What follows belongs to an exercise in optimizing a design on an open flow for a short achievable clock period and few clock cycles per item; a production flow would make more cautious choices.
In this exercise RTL edits were held to simulation tests only and were not proved equivalent to the original.
Power figures rest on the tool's default switching activity, not on a simulated workload.

**flow/design.v**
```verilog
module cp_crc8_step (
    input  wire [31:0] c,
    input  wire [7:0] d,
    output wire [31:0] q
);
    assign q[0] = ^(c & 32'h00000104) ^ ^(d & 8'h04);
    assign q[1] = ^(c & 32'h00000209) ^ ^(d & 8'h09);
    assign q[2] = ^(c & 32'h00000413) ^ ^(d & 8'h13);
    assign q[3] = ^(c & 32'h00000826) ^ ^(d & 8'h26);
    assign q[4] = ^(c & 32'h0000104D) ^ ^(d & 8'h4D);
    assign q[5] = ^(c & 32'h0000209A) ^ ^(d & 8'h9A);
    assign q[6] = ^(c & 32'h00004030) ^ ^(d & 8'h30);
    assign q[7] = ^(c & 32'h00008061) ^ ^(d & 8'h61);
    assign q[8] = ^(c & 32'h000100C2) ^ ^(d & 8'hC2);
    assign q[9] = ^(c & 32'h00020080) ^ ^(d & 8'h80);
    assign q[10] = ^(c & 32'h00040004) ^ ^(d & 8'h04);
    assign q[11] = ^(c & 32'h00080008) ^ ^(d & 8'h08);
    assign q[12] = ^(c & 32'h00100011) ^ ^(d & 8'h11);
    assign q[13] = ^(c & 32'h00200023) ^ ^(d & 8'h23);
    assign q[14] = ^(c & 32'h00400046) ^ ^(d & 8'h46);
    assign q[15] = ^(c & 32'h0080008C) ^ ^(d & 8'h8C);
    assign q[16] = ^(c & 32'h0100001D) ^ ^(d & 8'h1D);
    assign q[17] = ^(c & 32'h0200003B) ^ ^(d & 8'h3B);
    assign q[18] = ^(c & 32'h04000077) ^ ^(d & 8'h77);
    assign q[19] = ^(c & 32'h080000EE) ^ ^(d & 8'hEE);
    assign q[20] = ^(c & 32'h100000D8) ^ ^(d & 8'hD8);
    assign q[21] = ^(c & 32'h200000B4) ^ ^(d & 8'hB4);
    assign q[22] = ^(c & 32'h4000006C) ^ ^(d & 8'h6C);
    assign q[23] = ^(c & 32'h800000D8) ^ ^(d & 8'hD8);
    assign q[24] = ^(c & 32'h000000B5) ^ ^(d & 8'hB5);
    assign q[25] = ^(c & 32'h0000006F) ^ ^(d & 8'h6F);
    assign q[26] = ^(c & 32'h000000DF) ^ ^(d & 8'hDF);
    assign q[27] = ^(c & 32'h000000BA) ^ ^(d & 8'hBA);
    assign q[28] = ^(c & 32'h00000071) ^ ^(d & 8'h71);
    assign q[29] = ^(c & 32'h000000E3) ^ ^(d & 8'hE3);
    assign q[30] = ^(c & 32'h000000C3) ^ ^(d & 8'hC3);
    assign q[31] = ^(c & 32'h00000082) ^ ^(d & 8'h82);
endmodule
module cp_crc_m32 (
    input  wire [31:0] c,
    output wire [31:0] q
);
    assign q[0] = ^(c & 32'h04D101DF);
    assign q[1] = ^(c & 32'h09A203BE);
    assign q[2] = ^(c & 32'h1344077D);
    assign q[3] = ^(c & 32'h26880EFA);
    assign q[4] = ^(c & 32'h4D101DF4);
    assign q[5] = ^(c & 32'h9A203BE9);
    assign q[6] = ^(c & 32'h3091760D);
    assign q[7] = ^(c & 32'h6122EC1A);
    assign q[8] = ^(c & 32'hC245D835);
    assign q[9] = ^(c & 32'h805AB1B5);
    assign q[10] = ^(c & 32'h046462B5);
    assign q[11] = ^(c & 32'h08C8C56A);
    assign q[12] = ^(c & 32'h11918AD4);
    assign q[13] = ^(c & 32'h232315A9);
    assign q[14] = ^(c & 32'h46462B53);
    assign q[15] = ^(c & 32'h8C8C56A6);
    assign q[16] = ^(c & 32'h1DC9AC92);
    assign q[17] = ^(c & 32'h3B935924);
    assign q[18] = ^(c & 32'h7726B249);
    assign q[19] = ^(c & 32'hEE4D6493);
    assign q[20] = ^(c & 32'hD84BC8F9);
    assign q[21] = ^(c & 32'hB446902D);
    assign q[22] = ^(c & 32'h6C5C2184);
    assign q[23] = ^(c & 32'hD8B84309);
    assign q[24] = ^(c & 32'hB5A187CC);
    assign q[25] = ^(c & 32'h6F920E46);
    assign q[26] = ^(c & 32'hDF241C8C);
    assign q[27] = ^(c & 32'hBA9938C7);
    assign q[28] = ^(c & 32'h71E37051);
    assign q[29] = ^(c & 32'hE3C6E0A3);
    assign q[30] = ^(c & 32'hC35CC098);
    assign q[31] = ^(c & 32'h826880EF);
endmodule
module cp_crc_m64 (
    input  wire [31:0] c,
    output wire [31:0] q
);
    assign q[0] = ^(c & 32'h481B4E5A);
    assign q[1] = ^(c & 32'h90369CB5);
    assign q[2] = ^(c & 32'h206D396B);
    assign q[3] = ^(c & 32'h40DA72D7);
    assign q[4] = ^(c & 32'h81B4E5AF);
    assign q[5] = ^(c & 32'h0369CB5E);
    assign q[6] = ^(c & 32'h4EC8D8E6);
    assign q[7] = ^(c & 32'h9D91B1CD);
    assign q[8] = ^(c & 32'h3B23639A);
    assign q[9] = ^(c & 32'h3E5D896E);
    assign q[10] = ^(c & 32'h34A05C86);
    assign q[11] = ^(c & 32'h6940B90C);
    assign q[12] = ^(c & 32'hD2817218);
    assign q[13] = ^(c & 32'hA502E430);
    assign q[14] = ^(c & 32'h4A05C860);
    assign q[15] = ^(c & 32'h940B90C0);
    assign q[16] = ^(c & 32'h600C6FDA);
    assign q[17] = ^(c & 32'hC018DFB5);
    assign q[18] = ^(c & 32'h8031BF6A);
    assign q[19] = ^(c & 32'h00637ED5);
    assign q[20] = ^(c & 32'h48DDB3F0);
    assign q[21] = ^(c & 32'hD9A029BB);
    assign q[22] = ^(c & 32'hFB5B1D2C);
    assign q[23] = ^(c & 32'hF6B63A59);
    assign q[24] = ^(c & 32'hA5773AE8);
    assign q[25] = ^(c & 32'h02F53B8A);
    assign q[26] = ^(c & 32'h05EA7715);
    assign q[27] = ^(c & 32'h43CFA071);
    assign q[28] = ^(c & 32'hCF840EB8);
    assign q[29] = ^(c & 32'h9F081D70);
    assign q[30] = ^(c & 32'h760B74BB);
    assign q[31] = ^(c & 32'hA40DA72D);
endmodule
module cp_crc_d32 (
    input  wire [31:0] d,
    output wire [31:0] q
);
    assign q[0] = ^(d & 32'hDF01D104);
    assign q[1] = ^(d & 32'hBE03A209);
    assign q[2] = ^(d & 32'h7D074413);
    assign q[3] = ^(d & 32'hFA0E8826);
    assign q[4] = ^(d & 32'hF41D104D);
    assign q[5] = ^(d & 32'hE93B209A);
    assign q[6] = ^(d & 32'h0D769130);
    assign q[7] = ^(d & 32'h1AEC2261);
    assign q[8] = ^(d & 32'h35D845C2);
    assign q[9] = ^(d & 32'hB5B15A80);
    assign q[10] = ^(d & 32'hB5626404);
    assign q[11] = ^(d & 32'h6AC5C808);
    assign q[12] = ^(d & 32'hD48A9111);
    assign q[13] = ^(d & 32'hA9152323);
    assign q[14] = ^(d & 32'h532B4646);
    assign q[15] = ^(d & 32'hA6568C8C);
    assign q[16] = ^(d & 32'h92ACC91D);
    assign q[17] = ^(d & 32'h2459933B);
    assign q[18] = ^(d & 32'h49B22677);
    assign q[19] = ^(d & 32'h93644DEE);
    assign q[20] = ^(d & 32'hF9C84BD8);
    assign q[21] = ^(d & 32'h2D9046B4);
    assign q[22] = ^(d & 32'h84215C6C);
    assign q[23] = ^(d & 32'h0943B8D8);
    assign q[24] = ^(d & 32'hCC87A1B5);
    assign q[25] = ^(d & 32'h460E926F);
    assign q[26] = ^(d & 32'h8C1C24DF);
    assign q[27] = ^(d & 32'hC73899BA);
    assign q[28] = ^(d & 32'h5170E371);
    assign q[29] = ^(d & 32'hA3E0C6E3);
    assign q[30] = ^(d & 32'h98C05CC3);
    assign q[31] = ^(d & 32'hEF806882);
endmodule
module cp_frame_pipe (
    input  wire        clk,
    input  wire        rst,
    input  wire        start,
    input  wire        in_valid,
    input  wire [7:0]  in_data,
    input  wire        in_eos,
    output wire        in_ready,
    output wire        out_valid,
    output wire [31:0] out_data,
    output wire        out_last,
    input  wire        out_ready,
    output reg         busy,
    output reg         done,
    output reg         err,
    output reg         eosf,
    output reg  [3:0]  err_code,
    output reg  [3:0]  err_state,
    output reg  [31:0] result,
    output reg  [31:0] frames,
    output reg  [31:0] incnt
);
    localparam F_HDR = 0, F_TYPE = 1, F_LEN = 2, F_HEX = 3, F_MHDR = 4, F_MVAL = 5;
    function [4:0] hexdec;
        input [7:0] c;
        begin
            if (c >= 8'h30 && c <= 8'h39)
                hexdec = {1'b1, c[3:0]};
            else if ((c >= 8'h41 && c <= 8'h46) || (c >= 8'h61 && c <= 8'h66))
                hexdec = {1'b1, c[3:0] + 4'd9};
            else
                hexdec = 5'd0;
        end
    endfunction
    function [7:0] hdr_char;
        input [2:0] k;
        case (k)
            3'd0:    hdr_char = 8'h6D;  
            3'd1:    hdr_char = 8'h65;  
            3'd2:    hdr_char = 8'h73;  
            3'd3:    hdr_char = 8'h73;  
            default: hdr_char = 8'h3D;  
        endcase
    endfunction
    function [7:0] mhdr_char;
        input [2:0] k;
        case (k)
            3'd0:    mhdr_char = 8'h6D;  
            3'd1:    mhdr_char = 8'h61;  
            3'd2:    mhdr_char = 8'h73;  
            3'd3:    mhdr_char = 8'h6B;  
            default: mhdr_char = 8'h3D;  
        endcase
    endfunction
    localparam RING = 72;           
    localparam [6:0] RING_LAST = RING - 1;
    reg  [5:0] fst;        
    reg  [2:0] fk;         
    reg  [8:0] fr;         
    reg        fr_gt8;     
    reg        fr_eq1;     
    reg  [2:0] fdc;        
    reg  [3:0] flhi;       
    reg        flhi0;      
    reg  [7:0] fexp;       
    reg        rdy_o;      
    reg        rdy_n;
    reg        fin;        
    reg        perr, perr_n;    
    reg  [3:0] pcode_n, pstate;
    reg  [2:0] fslots;     
    reg  [6:0] fused;      
    reg        crc_ok;     
    reg        busy_n;
    assign in_ready = rdy_o;
    wire       rdy   = ~rdy_n;
    wire       bsy   = ~busy_n;
    wire       take  = in_valid & rdy;
    wire       endin = rdy & ~in_valid & in_eos;
    wire [4:0] hd    = hexdec(in_data);
    wire       hok   = hd[4];
    wire [3:0] hv    = hd[3:0];
    wire f_hexf   = fst[F_TYPE] | fst[F_LEN] | fst[F_HEX] | fst[F_MVAL];
    wire f_lenchk = fst[F_LEN] & fk[0] & flhi0;
    wire f_last   = fst[F_MVAL] & (fk == 3'd7);
    wire f_k4     = (fk == 3'd4);
    wire f_k1     = fk[0];
    wire hdr0     = fst[F_HDR] & (fk == 3'd0);
    wire wc_cur    = fst[F_HEX] & fr_gt8 & ((fdc == 3'd7) | (fr == 9'd9));
    wire wc_nxt    = fst[F_HEX] & (fr > 9'd9) & ((fdc == 3'd6) | (fr == 9'd10));
    reg  fs_q, fu_q, fd_q, ud_q;
    wire ring_full  = fu_q ? (fused >= RING_LAST - 7'd1) : (fused >= RING_LAST);
    wire slots_ge3  = fs_q ? (fslots >= 3'd2) : (fslots >= 3'd3);
    wire slots_ge4  = fs_q ? (fslots >= 3'd3) : (fslots >= 3'd4);
    wire lowlen   = f_lenchk & (in_data[7:2] == 6'b001100);    
    wire okc      = f_hexf ? (hok & ~lowlen) : (in_data == fexp);
    wire crcbad   = f_last & ~crc_ok;
    wire good     = okc & ~crcbad;
    wire rdy_adv  = ~(wc_nxt & ring_full) & ~(f_last & slots_ge3);
    wire rdy_hold = ~fin & ~((hdr0 & slots_ge4) | (wc_cur & ring_full));
    wire rdy_next = bsy ? (take ? (good & rdy_adv) : (~endin & rdy_hold)) : start;
    wire o_finish;         
    wire o_free;           
    wire fs_inc = take & good & f_last;
    wire fu_inc = take & wc_cur;
    wire [2:0] fslots_p = fslots + 3'd1;
    wire [2:0] fslots_m = fslots - 3'd1;
    wire [6:0] fused_p  = fused + 7'd1;
    wire [6:0] fused_m  = fused - 7'd1;
    always @(posedge clk) begin
        if (rst) begin
            rdy_o <= 1'b0;
            rdy_n <= 1'b1;
        end else begin
            rdy_o <= rdy_next;
            rdy_n <= ~rdy_next;
        end
    end
    always @(posedge clk) begin
        if (rst || (!bsy && start)) begin
            fs_q   <= 1'b0;
            fu_q   <= 1'b0;
            fd_q   <= 1'b0;
            ud_q   <= 1'b0;
            fslots <= 3'd0;
            fused  <= 7'd0;
        end else begin
            fs_q <= fs_inc;
            fu_q <= fu_inc;
            fd_q <= o_finish;
            ud_q <= o_free;
            case ({fs_q, fd_q})
                2'b10:   fslots <= fslots_p;
                2'b01:   fslots <= fslots_m;
                default: fslots <= fslots;
            endcase
            case ({fu_q, ud_q})
                2'b10:   fused <= fused_p;
                2'b01:   fused <= fused_m;
                default: fused <= fused;
            endcase
        end
    end
    always @(posedge clk) begin
        if (rst) begin
            fin     <= 1'b0;
            perr    <= 1'b0;
            perr_n  <= 1'b1;
            pcode_n <= 4'hF;
            pstate  <= 4'd0;
        end else if (!bsy) begin
            if (start) begin
                fin     <= 1'b0;
                perr    <= 1'b0;
                perr_n  <= 1'b1;
                pcode_n <= 4'hF;
                pstate  <= 4'd0;
            end
        end else if (take && !good) begin
            fin    <= 1'b1;
            perr   <= 1'b1;
            perr_n <= 1'b0;
            case (1'b1)
                fst[F_HDR]:  begin pcode_n <= ~4'd1; pstate <= 4'd1; end
                fst[F_TYPE]: begin pcode_n <= ~4'd2; pstate <= 4'd2; end
                fst[F_LEN]:  begin pcode_n <= hok ? ~4'd1 : ~4'd2; pstate <= 4'd3; end
                fst[F_HEX]:  begin pcode_n <= ~4'd2; pstate <= fr_gt8 ? 4'd4 : 4'd5; end
                fst[F_MHDR]: begin pcode_n <= ~4'd1; pstate <= 4'd6; end
                default:     begin pcode_n <= okc ? ~4'd4 : ~4'd2; pstate <= okc ? 4'd8 : 4'd7; end
            endcase
        end else if (endin) begin
            fin    <= 1'b1;
            perr   <= ~hdr0;
            perr_n <= hdr0;
            case (1'b1)
                fst[F_HDR]:  begin pcode_n <= hdr0 ? ~4'd0 : ~4'd1; pstate <= hdr0 ? 4'd0 : 4'd1; end
                fst[F_TYPE]: begin pcode_n <= ~4'd2; pstate <= 4'd2; end
                fst[F_LEN]:  begin pcode_n <= ~4'd2; pstate <= 4'd3; end
                fst[F_HEX]:  begin pcode_n <= fr_gt8 ? ~4'd3 : ~4'd2; pstate <= fr_gt8 ? 4'd4 : 4'd5; end
                fst[F_MHDR]: begin pcode_n <= ~4'd1; pstate <= 4'd6; end
                default:     begin pcode_n <= ~4'd2; pstate <= 4'd7; end
            endcase
        end
    end
    always @(posedge clk) begin
        if (rst || (!bsy && start)) begin
            fst  <= 6'd1;
            fk   <= 3'd0;
            fexp <= 8'h6D;
        end else if (take && good) begin
            case (1'b1)
                fst[F_HDR]: begin
                    if (f_k4) begin
                        fst <= 6'd1 << F_TYPE;
                        fk  <= 3'd0;
                    end else begin
                        fk   <= fk + 3'd1;
                        fexp <= hdr_char(fk + 3'd1);
                    end
                end
                fst[F_TYPE]: begin
                    if (f_k1) begin
                        fst <= 6'd1 << F_LEN;
                        fk  <= 3'd0;
                    end else
                        fk <= fk + 3'd1;
                end
                fst[F_LEN]: begin
                    if (f_k1) begin
                        fst    <= 6'd1 << F_HEX;
                        fk     <= 3'd0;
                        fr     <= {flhi, hv, 1'b0};
                        fr_gt8 <= ~flhi0 || (hv > 4'd4);
                        fr_eq1 <= 1'b0;
                        fdc    <= 3'd0;
                    end else begin
                        fk    <= fk + 3'd1;
                        flhi  <= hv;
                        flhi0 <= (in_data == 8'h30);
                    end
                end
                fst[F_HEX]: begin
                    fr     <= fr - 9'd1;
                    fr_gt8 <= (fr > 9'd9);
                    fr_eq1 <= (fr == 9'd2);
                    fdc    <= fdc + 3'd1;
                    if (fr_eq1) begin
                        fst  <= 6'd1 << F_MHDR;
                        fk   <= 3'd0;
                        fexp <= 8'h6D;
                    end
                end
                fst[F_MHDR]: begin
                    if (f_k4) begin
                        fst <= 6'd1 << F_MVAL;
                        fk  <= 3'd0;
                    end else begin
                        fk   <= fk + 3'd1;
                        fexp <= mhdr_char(fk + 3'd1);
                    end
                end
                default: begin  
                    if (f_last) begin
                        fst  <= 6'd1 << F_HDR;
                        fk   <= 3'd0;
                        fexp <= 8'h6D;
                    end else
                        fk <= fk + 3'd1;
                end
            endcase
        end
    end
    reg  [7:0] d_q;
    reg        tk_q;
    reg        b_type, b_start, b_len, b_dhi, b_dlo, b_dlast, b_crc, b_mval;
    reg        commit_q;
    always @(posedge clk) begin
        d_q     <= in_data;
        b_type  <= fst[F_TYPE];
        b_start <= fst[F_TYPE] & ~fk[0];
        b_len   <= fst[F_LEN];
        b_dhi   <= fst[F_HEX] & fr_gt8 & ~fr[0];
        b_dlo   <= fst[F_HEX] & fr_gt8 & fr[0];
        b_dlast <= (fr == 9'd9);
        b_crc   <= fst[F_HEX] & ~fr_gt8;
        b_mval  <= fst[F_MVAL];
        if (rst) begin
            tk_q     <= 1'b0;
            commit_q <= 1'b0;
        end else begin
            tk_q     <= take;
            commit_q <= take & good & f_last;
        end
    end
    wire [4:0] bd = hexdec(d_q);
    wire [3:0] bv = bd[3:0];
    reg  [7:0]  type_acc, len_acc;
    reg  [3:0]  dhi;
    reg  [31:0] crc;
    reg  [1:0]  bl;        
    reg  [31:0] wbuf;
    reg         wpar;      
    reg  [31:0] ecrc;      
    reg  [1:0]  padn;      
    reg         wr_q;
    reg  [6:0]  wa;        
    reg  [6:0]  fsa;       
    reg  [31:0] fcrc;
    reg  [31:0] mask_acc;
    reg  [1:0]  cw;        
    reg  [31:0] nf;        
    wire [7:0]  dbyte = {dhi, bv};
    wire [31:0] crc8_q;
    cp_crc8_step u_crc8 (.c(crc), .d(dbyte), .q(crc8_q));
    wire        e_feed = tk_q & b_dlo;
    wire [31:0] ecrc8_q;
    cp_crc8_step u_ecrc8 (.c(ecrc), .d((e_feed & ~wpar) ? dbyte : 8'd0), .q(ecrc8_q));
    reg  [7:0]  d_type  [0:3];
    reg  [7:0]  d_len   [0:3];
    reg  [31:0] d_fcrc  [0:3];
    reg  [31:0] d_ecrc  [0:3];    
    reg  [31:0] d_mask  [0:3];
    reg  [6:0]  d_sa    [0:3];    
    reg  [5:0]  d_wm1   [0:3];    
    reg         d_wz    [0:3];    
    reg  [3:0]  cvalid;
    wire [7:0]  len_m1 = len_acc - 8'd1;
    always @(posedge clk) begin
        wr_q <= 1'b0;
        if (wr_q)
            wbuf <= 32'd0;
        if (padn != 2'd0) begin
            ecrc <= ecrc8_q;
            padn <= padn - 2'd1;
        end
        if (tk_q) begin
            if (b_type)
                type_acc <= {type_acc[3:0], bv};
            if (b_start) begin
                crc  <= 32'hFFFFFFFF;
                ecrc <= 32'hFFFFFFFF;
                bl   <= 2'd0;
                wpar <= 1'b0;
                padn <= 2'd0;
                wbuf <= 32'd0;
                fsa  <= wa;
            end
            if (b_len)
                len_acc <= {len_acc[3:0], bv};
            if (b_dhi)
                dhi <= bv;
            if (b_dlo) begin
                crc <= crc8_q;
                case (bl)
                    2'd0: wbuf[31:24] <= dbyte;
                    2'd1: wbuf[23:16] <= dbyte;
                    2'd2: wbuf[15:8]  <= dbyte;
                    default: wbuf[7:0] <= dbyte;
                endcase
                bl   <= bl + 2'd1;
                wr_q <= (bl == 2'd3) || b_dlast;
                ecrc <= ecrc8_q;
                if (bl == 2'd3)
                    wpar <= ~wpar;
                if (b_dlast)
                    padn <= 2'd3 - bl;
            end
            if (b_crc)
                fcrc <= {fcrc[27:0], bv};
            if (b_mval)
                mask_acc <= {mask_acc[27:0], bv};
        end
        crc_ok <= (fcrc == ~crc);
        if (commit_q) begin
            d_type[cw] <= type_acc;
            d_len[cw]  <= len_acc;
            d_fcrc[cw] <= fcrc;
            d_ecrc[cw] <= ecrc;
            d_mask[cw] <= {mask_acc[27:0], bv};
            d_sa[cw]   <= fsa;
            d_wm1[cw]  <= len_m1[7:2] - 6'd1;
            d_wz[cw]   <= (len_m1[7:2] == 6'd0);
        end
    end
    reg  [31:0] ring [0:RING-1];
    reg  [RING-1:0] wsel;      
    integer     wj;
    always @(posedge clk) begin
        for (wj = 0; wj < RING; wj = wj + 1)
            if (wr_q && wsel[wj])
                ring[wj] <= wbuf;
    end
    always @(posedge clk) begin
        if (rst || (!bsy && start)) begin
            wa   <= 7'd0;
            wsel <= {{(RING-1){1'b0}}, 1'b1};
        end else if (wr_q) begin
            wa   <= (wa == RING_LAST) ? 7'd0 : wa + 7'd1;
            wsel <= {wsel[RING-2:0], wsel[RING-1]};
        end
    end
    localparam [2:0] O_PH = 3'd0, O_PC = 3'd1, O_PD = 3'd2,
                     O_QH = 3'd3, O_QC = 3'd4, O_QD = 3'd5;
    reg         ovq_o;     
    reg         ovq_n;
    reg  [31:0] odq;       
    reg         olq_o;     
    reg         olq_n;
    reg  [2:0]  oph;
    reg  [1:0]  cr;        
    reg  [5:0]  ri;        
    reg  [31:0] pf;        
    reg  [RING-1:0] rsel;  
    reg  [31:0] nmask;     
    reg  [31:0] zq;        
    reg         zv;        
    reg  [31:0] ocrc;
    reg  [31:0] ocrc2;     
    reg  [31:0] ocrc1;     
    assign out_valid = ovq_o;
    assign out_data  = odq;
    assign out_last  = olq_o;
    wire        ovq = ~ovq_n;
    wire        olq = ~olq_n;
    reg  [31:0] rdw;
    integer     rj;
    always @(*) begin
        rdw = 32'd0;
        for (rj = 0; rj < RING; rj = rj + 1)
            rdw = rdw | (ring[rj] & {32{rsel[rj]}});
    end
    wire [RING-1:0] rsel_n = {rsel[RING-2:0], rsel[RING-1]};
    function [RING-1:0] onehot;
        input [6:0] a;
        onehot = {{(RING-1){1'b0}}, 1'b1} << a;
    endfunction
    wire [7:0]  o_type  = d_type[cr];
    wire [7:0]  o_len   = d_len[cr];
    wire [5:0]  o_wm1   = d_wm1[cr];
    wire        o_wz    = d_wz[cr];
    wire [31:0] o_mask  = d_mask[cr];
    wire [6:0]  o_sa    = d_sa[cr];
    wire [7:0]  o_n     = o_len - 8'd4;
    wire [7:0]  o_m     = {o_wm1 + 6'd1, 2'b00} & {8{~o_wz}};
    wire [31:0] o_ecrc  = d_ecrc[cr];
    wire [1:0]  cr1     = cr + 2'd1;
    wire [7:0]  n_type  = d_type[cr1];
    wire [7:0]  n_len   = d_len[cr1];
    wire [6:0]  n_sa    = d_sa[cr1];
    wire        adv      = ~ovq | out_ready;
    wire        ri_last  = (ri == o_wm1);
    wire [5:0]  ri_n     = ri + 6'd1;
    wire [31:0] nmask_n  = ri[0] ? 32'hFFFFFFFF : o_mask;
    wire [31:0] pfm      = pf & nmask;
    wire [31:0] z_n, o1_n, o2_n;
    cp_crc_d32 u_crcz  (.d(pfm), .q(z_n));
    cp_crc_m32 u_crco1 (.c(ocrc), .q(o1_n));
    cp_crc_m64 u_crco2 (.c(ocrc), .q(o2_n));
    wire [31:0] post_crc = ~(o_ecrc ^ ((~o_wz & ~o_wm1[0]) ? ocrc1 : ocrc));
    always @(posedge clk) begin
        zq    <= z_n;
        ocrc1 <= o1_n;
        ocrc2 <= o2_n;
    end
    assign o_finish = ovq && out_ready && (oph == O_QD || oph == O_QC) &&
                      ((oph == O_QC) ? o_wz : olq);
    assign o_free   = ovq && out_ready && (oph == O_QD);
    reg         nb_valid;
    reg  [31:0] nb_data;
    reg         nb_last;
    always @(*) begin
        nb_valid = ovq;
        nb_data  = odq;
        nb_last  = olq;
        if (!ovq) begin
            if (cvalid[cr]) begin
                nb_valid = 1'b1;
                nb_data  = {7'd0, 1'b0, o_type, o_len, o_n};
                nb_last  = 1'b0;
            end
        end else begin
            case (oph)
                O_PH: begin
                    nb_data = d_fcrc[cr];
                    nb_last = o_wz;
                end
                O_PC, O_PD: begin
                    if ((oph == O_PC) ? !o_wz : !olq) begin
                        nb_data = pf;
                        nb_last = ri_last;
                    end else begin
                        nb_data = {7'd0, 1'b1, o_type, o_len, o_m};
                        nb_last = 1'b0;
                    end
                end
                O_QH: begin
                    nb_data = post_crc;
                    nb_last = o_wz;
                end
                default: begin
                    if ((oph == O_QC) ? !o_wz : !olq) begin
                        nb_data = pfm;
                        nb_last = ri_last;
                    end else if (cvalid[cr1]) begin
                        nb_data = {7'd0, 1'b0, n_type, n_len, n_len - 8'd4};
                        nb_last = 1'b0;
                    end else
                        nb_valid = 1'b0;
                end
            endcase
        end
    end
    always @(posedge clk) begin
        if (rst) begin
            ovq_o <= 1'b0;
            ovq_n <= 1'b1;
            olq_o <= 1'b0;
            olq_n <= 1'b1;
            odq   <= 32'd0;
        end else if (adv) begin
            ovq_o <= nb_valid;
            ovq_n <= ~nb_valid;
            olq_o <= nb_last;
            olq_n <= ~nb_last;
            odq   <= nb_data;
        end
    end
    always @(posedge clk) begin
        if (rst) begin
            oph  <= O_PH;
            cr   <= 2'd0;
            ocrc  <= 32'd0;
            zv    <= 1'b0;
            pf    <= 32'd0;
            nmask <= 32'd0;
            ri    <= 6'd0;
            rsel  <= {{(RING-1){1'b0}}, 1'b1};
        end else begin
            zv <= adv && ovq && (oph == O_PC || oph == O_PD) &&
                  ((oph == O_PC) ? !o_wz : !olq) && ri[0];
            if (zv)
                ocrc <= ocrc2 ^ zq;
            if (!bsy && start)
                cr <= 2'd0;
            if (adv) begin
                if (!ovq) begin
                    if (cvalid[cr]) begin
                        oph  <= O_PH;
                        ocrc <= 32'd0;
                        rsel <= onehot(o_sa);
                    end
                end else begin
                    case (oph)
                        O_PH, O_QH: begin
                            oph   <= (oph == O_PH) ? O_PC : O_QC;
                            ri    <= 6'd0;
                            nmask <= 32'hFFFFFFFF;
                            pf    <= rdw;
                            rsel  <= rsel_n;
                        end
                        O_PC, O_PD: begin
                            if ((oph == O_PC) ? !o_wz : !olq) begin
                                oph   <= O_PD;
                                nmask <= nmask_n;
                                ri    <= ri_n;
                                pf    <= rdw;
                                rsel  <= rsel_n;
                            end else begin
                                oph <= O_QH;
                                rsel <= onehot(o_sa);
                            end
                        end
                        default: begin  
                            if ((oph == O_QC) ? !o_wz : !olq) begin
                                oph   <= O_QD;
                                nmask <= nmask_n;
                                ri    <= ri_n;
                                pf    <= rdw;
                                rsel  <= rsel_n;
                            end else begin
                                cr <= cr1;
                                if (cvalid[cr1]) begin
                                    oph  <= O_PH;
                                    ocrc <= 32'd0;
                                    rsel <= onehot(n_sa);
                                end
                            end
                        end
                    endcase
                end
            end
        end
    end
    reg  [31:0] frm_n;     
    reg  [31:0] inc_n;     
    wire [31:0] frm_p = ~frm_n + 32'd1;
    wire [31:0] inc_p = ~inc_n + 32'd1;
    always @(posedge clk) begin
        if (rst) begin
            incnt <= 32'd0;
            inc_n <= 32'hFFFFFFFF;
        end else if (take) begin
            incnt <= inc_p;
            inc_n <= ~inc_p;
        end
    end
    wire run_end = fin && cvalid == 4'd0 && !ovq && !commit_q && !tk_q;
    always @(posedge clk) begin
        if (rst) begin
            cvalid    <= 4'd0;
            cw        <= 2'd0;
            nf        <= 32'd0;
            busy      <= 1'b0;
            busy_n    <= 1'b1;
            done      <= 1'b0;
            err       <= 1'b0;
            eosf      <= 1'b0;
            err_code  <= 4'd0;
            err_state <= 4'd0;
            result    <= 32'd0;
            frames    <= 32'd0;
            frm_n     <= 32'hFFFFFFFF;
        end else begin
            if (o_finish)
                cvalid[cr] <= 1'b0;
            if (commit_q) begin
                cvalid[cw] <= 1'b1;
                cw         <= cw + 2'd1;
                nf         <= nf + 32'd1;
                frames     <= frm_p;
                frm_n      <= ~frm_p;
            end
            if (!bsy) begin
                if (start) begin
                    busy      <= 1'b1;
                    busy_n    <= 1'b0;
                    done      <= 1'b0;
                    err       <= 1'b0;
                    eosf      <= 1'b0;
                    err_code  <= 4'd0;
                    err_state <= 4'd0;
                    nf        <= 32'd0;
                    cw        <= 2'd0;
                end
            end else if (run_end) begin
                busy      <= 1'b0;
                busy_n    <= 1'b1;
                done      <= ~perr;
                err       <= perr;
                eosf      <= perr_n;
                err_code  <= ~pcode_n;
                err_state <= pstate;
                if (!perr)
                    result <= nf;
            end
        end
    end
endmodule
```
**flow/flow/run.sh**
```bash
#!/bin/bash
# Layout flow: the standard ORFS flow (standard.sh, unchanged synthesis,
# floorplan, placement, CTS and routing), with the timing repair steps told
# to aim for a setup slack margin of 6.8 ns under the unchanged 10 ns
# constraint, so that they keep shortening paths down to about 3.2 ns.
# All of make's output goes to standard.log; each ORFS step keeps its own
# log under orfs/logs/.
set -uo pipefail
bash standard.sh SETUP_SLACK_MARGIN=6.8 finish > standard.log 2>&1
```
**flow/standard.sh**
```bash
#!/bin/bash
# synth_recipe.tcl (not shown) runs the flow's synth.tcl, then flattens the netlist and writes it again
# the make line also repeats each setting of config.mk as NAME=value (left out here)
make -C /OpenROAD-flow-scripts/flow DESIGN_CONFIG=/design/flow/config.mk WORK_HOME=/design/flow/orfs CLKGATE_MAP_FILE= SYNTH_SCRIPT=/design/flow/synth_recipe.tcl "${@:-finish}"
```
**flow/config.mk**
```make
export PLATFORM = sky130hd
export DESIGN_NAME = cp_frame_pipe
export DESIGN_NICKNAME = cp_frame_pipe
export VERILOG_FILES = /design/flow/design.v
export SDC_FILE = /design/flow/constraint.sdc
export NUM_CORES = 4
export LEC_CHECK = 0
export CAP_MARGIN = 20
export CORE_MARGIN = 2
export CORE_UTILIZATION = 60
export CTS_CLUSTER_DIAMETER = 60
export CTS_CLUSTER_SIZE = 20
export SLEW_MARGIN = 20
export SYNTH_MEMORY_MAX_BITS = 16384
```
**flow/constraint.sdc**
```tcl
create_clock -name core_clock -period 10.0 [get_ports {clk}]
set_input_delay 2.0000 -clock core_clock [delete_from_list [all_inputs] [get_ports {clk}]]
set_output_delay 2.0000 -clock core_clock [all_outputs]
set_load 0.01 [all_outputs]
```
==> results of run 1 <==
kinds of logic after synthesis:
logic type                 after synthesis  synth area share
xor gates and xnor gates              1107            0.0673
AOI/OAI and AO/OA                     2088             0.110
buffers and inverters                  719            0.0198
and+or+nand+nor                       1804            0.0597
other                                    1         0.0000258
adders and majority gates               53           0.00467
DFF                                   3676             0.710
muxes                                  222            0.0284
registers in the layout, indices dropped and copies added, names as in the netlist, 72 cells and up:
| register | cells |
|---|---|
| wsel | 72 |
| ring | 2304 |
| d_fcrc | 128 |
| d_ecrc | 128 |
| d_mask | 128 |
| rsel | 72 |
layer usage:
layer,track usage,wire length (um),vias up
met2,0.611,226000,9440
li1,-,-,37777
met3,0.170,99000,1923
met5,0,358,-
met1,0.626,196000,49169
met4,0.224,36200,34
report_power, final:
| group | switching, W | internal (W) |
|---|---|---|
| logic | 0.000106 | 0.0000399 |
| clock network | 0.00528 | 0.00450 |
| registers | 0.00000674 | 0.0162 |
| total | 0.00539 | 0.0208 |
area by class of cell:
type,instances,share of cell area
antenna,27,0.000421
clock buffer,348,0.0390
clock inverter,70,0.00527
inverter,63,0.00156
multi-input combinational,5281,0.251
sequential,3676,0.646
tap,3185,0.0249
timing repair buffer,540,0.0321
cells in the mapped netlist (50+ instances only):
| cell | count |
|---|---|
| ha_1 | 51 |
| edfxtp_1 | 2949 |
| xnor2_1 | 771 |
| o21ai_0 | 120 |
| xor2_1 | 328 |
| and2_1 | 110 |
| dfxtp_1 | 727 |
| a221oi_1 | 522 |
| mux2i_1 | 69 |
| nand4_1 | 118 |
| buf_1 | 57 |
| nand2_1 | 430 |
| a22o_1 | 502 |
| nor2_1 | 507 |
| a211oi_1 | 108 |
| nor3_1 | 250 |
| inv_1 | 62 |
| mux4_2 | 151 |
| nand3_1 | 168 |
| buf_2 | 72 |
| a22oi_1 | 271 |
| a21oi_1 | 333 |
| clkbuf_1 | 504 |
| and3_1 | 50 |
path summary, 6_finish.rpt:
kind | cells past startpoint | start | to | slack [ns]
worst max-delay path | 1 | odq[30] | out_data[30] | 6.53
worst min-delay path | 0 | fst[5] | b_mval | 0.44
worst max register to register | 7 | rsel[39] | pf[2] | 6.62
worst min register to register | 0 | fst[5] | b_mval | 0.44
through the flow:
stage | power (W) | setup WS (ns)
finish | 0.0262 | 6.53
detailed placement | 0.0168 | 4.50
global route | 0.0267 | 6.51
CTS | 0.0261 | 6.50
global placement | 0.0168 | 4.52
floorplan | 0.0167 | 6.14
repair_timing:
action                     4_1_cts  5_1_grt
gates cloned                    13        1
setup buffers                   48       34
pin swaps                       18       16
setup endpoints to repair     1118      359
resized for setup             1016       45
==> results.py, run 1 <==
metrics = {
    "routing": {
        "vias_per_cell": 7.46,
        "wl_per_cell_um": 42.3,
        "vias": 98343,
        "ant_nets": 0,
        "drt-initial-drc-count": 21577,
        "drtPass1Iterations": 12,
        "drt_wl_total_mm": 558,
        "drc": 0,
    },
    "global_routing": {
        "grt_pass1_vias": 89653,
        "grt_pass1_wl_mm": 745,
        "overflow": 0,
        "grt_max_degree": 78,
        "grt_usage": 0.446,
        "antenna_found_initial": 33,
    },
    "synth": {
        "netlist_instances": 9670,
        "async_flop_share": 0,
        "synth_top_flop_cell": "edfxtp_1",
        "syn_nets": 9737,
        "netlist_area_um2": 145000,
        "syn_avg_cell_area_um2": 15.0,
        "synth_enable_flop_cells": 2949,
        "ys_seq_elements": 3676,
        "yosysTopAreaCell": "edfxtp_1",
        "synth.distinct_cells": 103,
        "synth_top_area_frac": 0.609,
        "yosys_warnings": 2,
        "seq_area_frac_synth": 0.710,
        "synth_area_leaders": "edfxtp_1 (61%), dfxtp_1 (10%), xnor2_1 (4.6%)",
    },
    "timing": {
        "slew_headroom": 0.109,
        "tightest_slew_ns": 1.34,
        "finalClockSkew_ns": 0.0887,
        "setup_viol": 0,
        "rsz0062_at_grt": "true",
        "final.setup.tns_ns": 0,
        "timing.hold.ws_ns": 0.443,
        "fmax_mhz": 289,
        "slew_violations": 0,
        "finalHoldViolations": 0,
        "finalCritPeriodShare": 0.347,
        "finalCriticalPeriod_ns": 3.47,
    },
    "die": {
        "core_area_um2": 241000,
        "initial_utilization": 0.604,
        "rows": 180,
        "die-area_um2": 246000,
        "die_w_um": 496,
        "design.portCount": 157,
        "die_y_um": 496,
    },
    "critical_path": {
        "slowest_stage": "dfxtp_4",
        "critPathKind": "flip-flop to primary output",
        "path_cells": "buf_6",
        "critPathTopFamily": "flip-flops",
        "cp.arrival_ns": 1.47,
        "critical_path_peak_fanout": 2,
        "endpoint_kind": "primary output",
        "cp.required_ns": 8.00,
        "path_buf_inv": 1,
        "startpoint_type": "flip-flop",
        "critPathMaxStageDelay_ns": 0.42,
    },
    "placement": {
        "portBuffers": 155,
        "place_area_um2": 151000,
        "place_hpwl_mm": 319,
        "dp.cells": 12649,
        "gp_congestion": 0.943,
    },
    "finish": {
        "nNetsFinal": 9853,
        "instances_no_fill": 13190,
        "fin_area_um2": 160000,
        "utilization": 0.666,
        "area_growth_pct": 10.3,
        "num-fill-cells": 16937,
        "seqCellArea_um2": 104000,
        "drive_gt1_frac": 0.153,
        "mostFrequentLayoutCell": "edfxtp_1",
        "multi_input_area_um2": 40200,
        "final_cell_mix": "edfxtp_1 (2949), xnor2_1 (771), a221oi_1 (522)",
    },
    "run": {
        "maxCapViolCount": 0,
    },
    "power_and_ir_drop": {
        "irDropWorstVdd_v": 0.000187,
        "power.density_nw_per_um2": 163,
        "p_leak_nw": 49.3,
    },
    "cts": {
        "cts-htree-levels": 4,
        "clk_pin_slew_worst_paths_ns": 0.09,
        "cts-buffers-inserted": 224,
        "clkLatencyLatePin_ns": 0.96,
        "clockBufferDepth": 3,
        "tritoncts": "built",
        "hold_buffers": 0,
        "cts-root-buf": "clkbuf_16",
        "clock-sinks": 3676,
    },
    "min_path": {
        "hp-class": "flip-flop to flip-flop",
    },
    "outcome": {
        "outcome": "timing/DRC/antenna clean",
    },
}
Testbench counts, summed over its fixed seeds: cycles 26,346, chars 25,794.
==> run 2: changes to the inputs <==
--- a/flow/design.v
+++ b/flow/design.v
@@ -531,9 +531,11 @@
     localparam [2:0] O_PH = 3'd0, O_PC = 3'd1, O_PD = 3'd2,
                      O_QH = 3'd3, O_QC = 3'd4, O_QD = 3'd5;
-    reg         ovq_o;     
     reg         ovq_n;
+    reg  [31:0] oda;
+    reg         olq_n;
+    reg         ovq_o;     
+    reg         ovb_n;
     reg  [31:0] odq;       
     reg         olq_o;     
-    reg         olq_n;
     reg  [2:0]  oph;
     reg  [1:0]  cr;        
@@ -552,4 +554,6 @@
     wire        ovq = ~ovq_n;
     wire        olq = ~olq_n;
+    wire        ovb = ~ovb_n;
+    wire        advb = ~ovb | out_ready;
     reg  [31:0] rdw;
     integer     rj;
@@ -577,5 +581,5 @@
     wire [7:0]  n_len   = d_len[cr1];
     wire [6:0]  n_sa    = d_sa[cr1];
-    wire        adv      = ~ovq | out_ready;
+    wire        adv      = ~ovq | advb;
     wire        ri_last  = (ri == o_wm1);
     wire [5:0]  ri_n     = ri + 6'd1;
@@ -592,7 +596,7 @@
         ocrc2 <= o2_n;
     end
-    assign o_finish = ovq && out_ready && (oph == O_QD || oph == O_QC) &&
+    assign o_finish = ovq && advb && (oph == O_QD || oph == O_QC) &&
                       ((oph == O_QC) ? o_wz : olq);
-    assign o_free   = ovq && out_ready && (oph == O_QD);
+    assign o_free   = ovq && advb && (oph == O_QD);
     reg         nb_valid;
     reg  [31:0] nb_data;
@@ -600,5 +604,5 @@
     always @(*) begin
         nb_valid = ovq;
-        nb_data  = odq;
+        nb_data  = oda;
         nb_last  = olq;
         if (!ovq) begin
@@ -642,15 +646,24 @@
     always @(posedge clk) begin
         if (rst) begin
-            ovq_o <= 1'b0;
             ovq_n <= 1'b1;
-            olq_o <= 1'b0;
             olq_n <= 1'b1;
-            odq   <= 32'd0;
+            oda   <= 32'd0;
         end else if (adv) begin
-            ovq_o <= nb_valid;
             ovq_n <= ~nb_valid;
-            olq_o <= nb_last;
             olq_n <= ~nb_last;
-            odq   <= nb_data;
+            oda   <= nb_data;
+        end
+    end
+    always @(posedge clk) begin
+        if (rst) begin
+            ovq_o <= 1'b0;
+            ovb_n <= 1'b1;
+            olq_o <= 1'b0;
+            odq   <= 32'd0;
+        end else if (advb) begin
+            ovq_o <= ovq;
+            ovb_n <= ~ovq;
+            olq_o <= olq;
+            odq   <= oda;
         end
     end
@@ -734,5 +747,5 @@
         end
     end
-    wire run_end = fin && cvalid == 4'd0 && !ovq && !commit_q && !tk_q;
+    wire run_end = fin && cvalid == 4'd0 && !ovq && !ovb && !commit_q && !tk_q;
     always @(posedge clk) begin
         if (rst) begin
--- a/flow/config.mk
+++ b/flow/config.mk
@@ -8,5 +8,5 @@
 export CAP_MARGIN = 20
 export CORE_MARGIN = 2
-export CORE_UTILIZATION = 60
+export CORE_UTILIZATION = 55
 export CTS_CLUSTER_DIAMETER = 60
 export CTS_CLUSTER_SIZE = 20
==> run 2 against run 1 <==
Still clean on timing, DRC and antenna; power grew 4.4%; synthesized cell count is 2.2% higher; global-route usage decreased by 2.7 points; core utilization is 4.9 points lower; routed wire length grew 4.0%; sequential share of layout area down 0.88 points; register-to-register slack hardly changed; non-clock buffer count increased by 3; die area increased by 9.9%; hold slack got worse by 0.013 ns; clock power increased by about 10%; critical endpoint unchanged; largest cell class unchanged; largest power group unchanged.
==> results.py, run 2 <==
metrics = {
    "die": {
        "die-area_um2": 271000,
        "die_w_um": 520,
        "die_y_um": 520,
        "rows": 189,
        "design.portCount": 157,
        "initial_utilization": 0.553,
        "core_area_um2": 265000,
    },
    "power_and_ir_drop": {
        "p_int_w": 0.0216,
        "p_switching_w": 0.00571,
        "total_power_w": 0.0273,
        "power.density_nw_per_um2": 167,
        "p_leak_nw": 56.0,
        "seqPwrFrac": 0.600,
        "swShare": 0.209,
        "power_frac_comb": 0.006,
        "power.share.clock": 0.394,
        "irDropWorstVdd_v": 0.000193,
    },
    "finish": {
        "seqCellArea_um2": 104000,
        "num-fill-cells": 19962,
        "mostFrequentLayoutCell": "edfxtp_1",
        "top_register": "ring",
        "utilization": 0.617,
        "multi_input_area_um2": 41200,
        "area_growth_pct": 11.5,
        "largest_reg_flops": 2304,
        "final_cell_mix": "edfxtp_1 (2949), xnor2_1 (818), nand2_1 (628)",
        "drive_gt1_frac": 0.157,
        "nNetsFinal": 10085,
    },
    "placement": {
        "pre_cts_slack_ns": 4.71,
        "place_hpwl_mm": 330,
        "portBuffers": 155,
        "gp_congestion": 0.907,
    },
    "critical_path": {
        "critical_path_peak_fanout": 2,
        "cp.arrival_ns": 1.46,
        "startpoint_type": "flip-flop",
        "path_cells": "buf_6",
        "critPathTopFamily": "flip-flops",
        "slowest_stage": "dfxtp_4",
        "critPathKind": "flip-flop to primary output",
        "path_buf_inv": 1,
        "endpoint_kind": "primary output",
        "cp.required_ns": 8.00,
        "critPathMaxStageDelay_ns": 0.41,
    },
    "timing": {
        "fin_ws_ns": 6.54,
        "finalCriticalPeriod_ns": 3.46,
        "finalClockSkew_ns": 0.101,
        "finalHoldViolations": 0,
        "final.setup.tns_ns": 0,
        "setup_viol": 0,
        "slew_headroom": 0.110,
        "fmax_mhz": 289,
        "tightest_slew_ns": 1.33,
        "rsz0062_at_grt": "true",
        "finalCritPeriodShare": 0.346,
        "slew_violations": 0,
        "timing.hold.ws_ns": 0.429,
    },
    "synth": {
        "synth.distinct_cells": 90,
        "seq_area_frac_synth": 0.708,
        "ys_seq_elements": 3709,
        "post-synth-top-count-cell": "edfxtp_1",
        "netlist_instances": 9882,
        "async_flop_share": 0,
        "synth_top_area_frac": 0.604,
        "synth_area_leaders": "edfxtp_1 (60%), dfxtp_1 (10%), xnor2_1 (4.9%)",
        "yosys_warnings": 2,
        "syn_avg_cell_area_um2": 14.8,
        "synth_top_flop_cell": "edfxtp_1",
        "ys_top_cells_by_count": "edfxtp_1 (2949), xnor2_1 (822), dfxtp_1 (760)",
        "syn_nets": 9949,
        "yosysTopAreaCell": "edfxtp_1",
        "synth_enable_flop_cells": 2949,
        "netlist_area_um2": 147000,
    },
    "global_routing": {
        "grt_use_met3": 0.127,
        "grt_pass1_vias": 90505,
        "antenna_found_initial": 38,
        "grt_util_met2": 0.591,
        "grt_max_degree": 108,
        "grt-busiest-layer": "met2",
        "grt_usage": 0.419,
        "grt_pass1_wl_mm": 772,
        "gr-usage-met1": 0.589,
        "overflow": 0,
    },
    "cts": {
        "clockBufferDepth": 4,
        "tritoncts": "built",
        "cts-root-buf": "clkbuf_16",
        "clkLatencyLatePin_ns": 1.00,
        "cts-htree-levels": 4,
        "clk_pin_slew_worst_paths_ns": 0.08,
        "clock-sinks": 3709,
        "cts-buffers-inserted": 244,
    },
    "routing": {
        "drt_wl_total_mm": 580,
        "ant_nets": 0,
        "drc": 0,
        "vias_per_cell": 7.20,
        "drtPass1Iterations": 9,
        "drt-initial-drc-count": 20793,
        "vias": 99290,
        "wl_per_cell_um": 42.1,
    },
    "min_path": {
        "hp-class": "flip-flop to flip-flop",
    },
    "outcome": {
        "outcome": "timing/DRC/antenna clean",
    },
    "run": {
        "maxCapViolCount": 0,
    },
}
[run 2: kinds of logic (layout without fill, tap and decap cells)]
logic type	Yosys count	in the layout	share of synthesized area
DFF	3709	3709	0.708
adders and majority gates	53	53	0.00463
and+or+nand+nor	1916	1918	0.0610
muxes	231	231	0.0286
xor gates and xnor gates	1111	1111	0.0669
buffers and inverters	738	1080	0.0193
other	1	30	0.0000256
AOI/OAI and AO/OA	2123	2123	0.112
[run 2: through the flow]
stage	std cells	area, um^2
after global placement	13210	153000
after detailed placement	13211	153000
after CTS	13732	163000
after floorplan	9882	148000
after global routing	13760	163000
final	13788	163000
[run 2: power groups by stage]
stage          registers, W  logic, W  clock network [W]
2_1_floorplan        0.0168  0.000100                  0
3_3_place_gp         0.0168  0.000154                  0
3_5_place_dp         0.0168  0.000155                  0
4_1_cts              0.0164  0.000164             0.0107
5_1_grt              0.0164  0.000179             0.0112
6_report             0.0164  0.000171             0.0108
[run 2: layer usage]
layer,routed length [um],share of wire,up-vias
li1,-,-,38520
met1,211000,0.36,50062
met2,241000,0.41,8939
met3,90800,0.16,1757
met4,37600,0.065,12
met5,82,0.00014,-
[run 2: layout make-up]
cell class                 count  share of cell area
sequential                  3709               0.637
multi-input combinational   5437               0.252
clock buffer                 346              0.0411
timing repair buffer         543              0.0324
tap                         3533              0.0270
clock inverter               108             0.00794
inverter                      83             0.00211
antenna                       29            0.000444
[run 2: path summary, 6_finish.rpt]
path / from / endpoint / slack (ns) / cells past startpoint
worst max-delay path: odq[30] / out_data[30] / 6.54 / 1
worst min-delay path: fst[5] / b_mval / 0.43 / 0
worst max register to register: rsel[9] / pf[6] / 6.62 / 7
worst min register to register: fst[5] / b_mval / 0.43 / 0
[run 2: repair_timing]
item / CTS / global route
endpoints found under the setup margin: 794 / 510
pin swaps: 17 / 16
gates resized for setup: 988 / 58
hold buffers: 0 / 0
setup buffers: 58 / 26
cloned: 9 / 1
Testbench counts of run 2, summed over its fixed seeds: cycles 26,354, chars 25,794.

## afterwards: timing with drivers on the ports
In the flow no input, the clock included, has a driving cell. The finished layouts below were timed again as built, in two steps. Step 1: set_driving_cell puts a clkbuf_16 on clk and a buf_2 on each other input, an assumption about the parent block. Step 2, shift: input delay + t, output delay - t, t = (earliest + latest rising clock arrival at the registers) / 2. This alone moves slack from input paths to output paths. Three values: no drivers, after step 1, after step 2; two values: the first two.
run	t (ns)	setup slack, ns	worst hold slack (ns)	latest minus earliest clock arrival (ns)	cell pins on the clock port's net
run 1	1.016	6.535 / 6.435 / 5.826	0.443 / 0.443 / 0.443	0.096 / 0.096	1
run 2	1.058	6.542 / 6.435 / 5.720	0.429 / 0.429 / 0.429	0.116 / 0.116	1
After both steps setup and hold are still met in every run listed. The setup slack of run 2, which loses most, moves by -0.107 ns with the drivers and by -0.822 ns with both steps.
